From an optimization exercise on the open Yosys and OpenROAD flow, aimed at small area, a short achievable clock period and few clock cycles per item; shortcuts taken in it are not production practice. Function was checked by simulation only, so behaviour that the tests miss may differ from the original.

== the reference run ==
## psg_fir
module psg_fir (
    input  wire               clk,
    input  wire               rst,
    input  wire [15:0]        step,
    input  wire               wr_en,
    input  wire [3:0]         wr_addr,
    input  wire [7:0]         wr_data,
    input  wire               pull,
    output reg                ready,
    output reg                sample_valid,
    output reg  signed [15:0] sample
);
Size: ~9,000 cells after synthesis, roughly 50 I/O pins, ~0.089 mm2 of cells after synthesis.
==> flow/config.mk <==
export PLATFORM = sky130hd
export DESIGN_NAME = psg_fir
export DESIGN_NICKNAME = psg_fir
export VERILOG_FILES = /design/flow/design.v
export SDC_FILE = /design/flow/constraint.sdc
export NUM_CORES = 4
export LEC_CHECK = 0
export CAP_MARGIN = 20
export CORE_MARGIN = 2
export CORE_UTILIZATION = 60
export SLEW_MARGIN = 20
==> flow/constraint.sdc <==
create_clock -name core_clock -period 12.0 [get_ports {clk}]
set_input_delay 2.4000 -clock core_clock [delete_from_list [all_inputs] [get_ports {clk}]]
set_output_delay 2.4000 -clock core_clock [all_outputs]
set_load 0.01 [all_outputs]
run.sh (not shown) runs the stock make flow with config.mk's settings and CLKGATE_MAP_FILE= SYNTH_SCRIPT=/design/flow/synth_recipe.tcl, a recipe that flattens the netlist after the stock synthesis.
Testbench counts of the reference run, summed over its fixed seeds: cycles 16,884, items 2,400.
The following lists how the trial run was set up differently from the reference run:
--- a/flow/design.v
+++ b/flow/design.v
@@ -444,43 +444,41 @@
     localparam [8*P-1:0] CWS = {8'd8, 8'd11, 8'd15, 8'd16, 8'd11, 8'd8};
     localparam [8*P-1:0] VWS = {8'd23, 8'd26, 8'd30, 8'd31, 8'd31, 8'd31};
     localparam [P-1:0]   RFS = 6'b111000;
     integer i, j;
     reg        rst_q;
     reg        wr_q;            
     reg [3:0]  wa_q;
     reg [7:0]  wd_q;
     reg        pull_q;
     reg [15:0] step_q;
-    reg [17:0] step3;
     wire in_wr   = wr_en & ready & ~rst;
     wire in_pull = pull & ready & ~rst;
     wire apply;                 
     always @(posedge clk) begin
         rst_q  <= rst;
         if (in_wr) begin
             wa_q <= wr_addr;
             wd_q <= wr_data;
         end
         wr_q   <= ~rst & (in_wr | (wr_q & ~apply));
         pull_q <= in_pull;
         step_q <= step;
-        step3  <= {2'b00, step_q} + {1'b0, step_q, 1'b0};
     end
     reg [LMW:0] clr_cnt;
     wire        clr = (clr_cnt != 0);
     reg [15:0] ph;
     reg        gh, gv, bv;
     reg [7:0]  gm, bm;
     wire [16:0] s1 = {1'b0, ph} + {1'b0, step_q};
     wire [17:0] s2 = {2'b00, ph} + {1'b0, step_q, 1'b0};
-    wire [17:0] s3 = {2'b00, ph} + step3;
+    wire [17:0] s3 = {2'b00, ph} + {2'b00, step_q} + {1'b0, step_q, 1'b0};
     wire [18:0] s4 = {3'b000, ph} + {1'b0, step_q, 2'b00};
     wire [3:0]  kq = {s4[18:16] != {1'b0, s3[17:16]},
                       s3[17:16] != s2[17:16],
                       s2[17:16] != {1'b0, s1[16]},
                       s1[16]};
     reg  [7:0] cur;
     reg        act, pend;
     reg  [2:0] occ;           
     wire       start = (pull_q | pend) & bv & ~wr_q & ~act;
     assign     apply = wr_q & ~act;
@@ -546,21 +544,21 @@
     wire        e_end = q_end[rp];
     wire [13:0] e_mix = q_mix[rp];
     reg         qne, grp0, grp1, lm0;     
     wire        do_end = grp0 & pend_end & lm0;
     wire        pop   = qne & ((grp1 & ~pend_end) | do_end);
     wire [QW:0]   qn_n  = qn + push - pop;
     wire [LMW:0]  grp_n = (pop & e_dv) ? G : (grp0 ? 0 : grp - 1'b1);
     wire [LMW-1:0] lm_n = (do_end || lm == G - 1) ? 0 : lm + 1'b1;
     wire signed [14:0] dnew = $signed({1'b0, e_mix}) - $signed({1'b0, lev_e});
     reg           ev1, ev2;
-    reg signed [14:0] d1;
+    reg signed [14:0] d1a, d1b, d1c;
     reg [13:0]    l1, l2;
     always @(posedge clk) begin
         if (rst)
             ready <= 1'b0;
         else
             ready <= ~rst_q & (clr_cnt <= 1) & ok_next;
         if (rst_q) begin
             clr_cnt <= G;
             ph <= 16'd0; gh <= 1'b0; gv <= 1'b0; bv <= 1'b0;
             cur <= 8'd0; act <= 1'b0; pend <= 1'b0; occ <= 3'd0;
@@ -611,21 +609,23 @@
             if (do_end) pend_end <= 1'b0;
             if (pop) begin
                 dg       <= dnew;
                 tg       <= q_t[rp];
                 lev_e    <= e_mix;
                 pend_end <= e_end;
             end
             lm  <= lm_n;
             lm0 <= (lm_n == 0);
             ev1 <= do_end;
-            d1  <= dg;
+            d1a <= dg;
+            d1b <= grp0 ? 15'sd0 : dg;
+            d1c <= grp0 ? -15'sd1 : dg;
             l1  <= lev_e;
             ev2 <= ev1; l2 <= l1;
         end
     end
     function [31:0] booth_k(input integer nd);    
         integer q;
         reg [31:0] s;
         begin
             s = 32'd0;
             for (q = 0; q < nd; q = q + 1)
@@ -646,20 +646,21 @@
             reg  [3*ND-1:0] c1;
             if (k == 0) fir_rom0 u_rom (.lm(lm), .t(tg), .c(c));
             if (k == 1) fir_rom1 u_rom (.lm(lm), .t(tg), .c(c));
             if (k == 2) fir_rom2 u_rom (.lm(lm), .t(tg), .c(c));
             if (k == 3) fir_rom3 u_rom (.lm(lm), .t(tg), .c(c));
             if (k == 4) fir_rom4 u_rom (.lm(lm), .t(tg), .c(c));
             if (k == 5) fir_rom5 u_rom (.lm(lm), .t(tg), .c(c));
             assign head[k] = s[G-1];
             reg  [VWK-1:0] r [0:8];
             reg  [15:0]    m;
+            wire signed [14:0] d1 = (k < 2) ? d1a : (k < 4) ? d1b : d1c;
             reg            one, two, neg;
             always @(*) begin
                 for (j = 0; j < 9; j = j + 1)
                     r[j] = {VWK{1'b0}};
                 r[ND] = KC[VWK-1:0];
                 for (j = 0; j < ND; j = j + 1) begin
                     one = c1[3*j];
                     two = c1[3*j+1];
                     neg = c1[3*j+2];
                     m = two ? {d1, 1'b0} : one ? {d1[14], d1} : 16'd0;
## What came out
The trial run went all the way through the flow, and no timing, DRC or antenna check failed.
The reference run reached the final stage; the timing, DRC and antenna checks on its layout passed.
A worst-path cell with the longest stage delay of sky130_fd_sc_hd__fa_1 is what the trial run shows, while sky130_fd_sc_hd__edfxtp_1 belongs to the reference run.
The trial run against the reference run: setup slack lower, stage delay of the slowest cell on the critical path lower, clock-cell share of area was more or less identical, sequential cell count went up 14.
On starting density of the core, the trial run and the reference run are neck and neck.
The termination of the worst setup path comes out bank[3].p_s[15]$_DFF_P_ in one run and qne$_SDFF_PP0_ in the other, namely in the reference run and the trial run respectively.
The trial run vs. the reference run: final area went up; area after synthesis now larger.
Testbench counts of the trial run, summed over its fixed seeds: cycles 16,884, items 2,400.

==> port drivers added, routing unchanged <==
Ports are ideal in the flow. The routed layouts listed here were re-timed in OpenROAD. Step 1 assumes that a clkbuf_16 drives the clock port and a buf_2 every other input. Step 2 adds t to the input delays and takes it off the output delays; t is the mean of the earliest and latest rising clock arrival at the registers after step 1. Input paths then give back, and output paths get back, about the clock's delay inside the block. Three values: ideal, step 1, step 2; two values: the first two.
run | t, ns | setup slack, ns | worst hold slack (ns) | worst setup path after step 2 | pins driven straight from the clock port
the reference run | 0.879 | 7.529 / 7.529 / 7.529 | 0.291 / 0.291 / 0.291 | register to register | 1
the trial run | 0.878 | 7.458 / 7.458 / 7.458 | 0.288 / 0.288 / 0.288 | register to register | 1
After both steps every run listed still meets setup and hold.
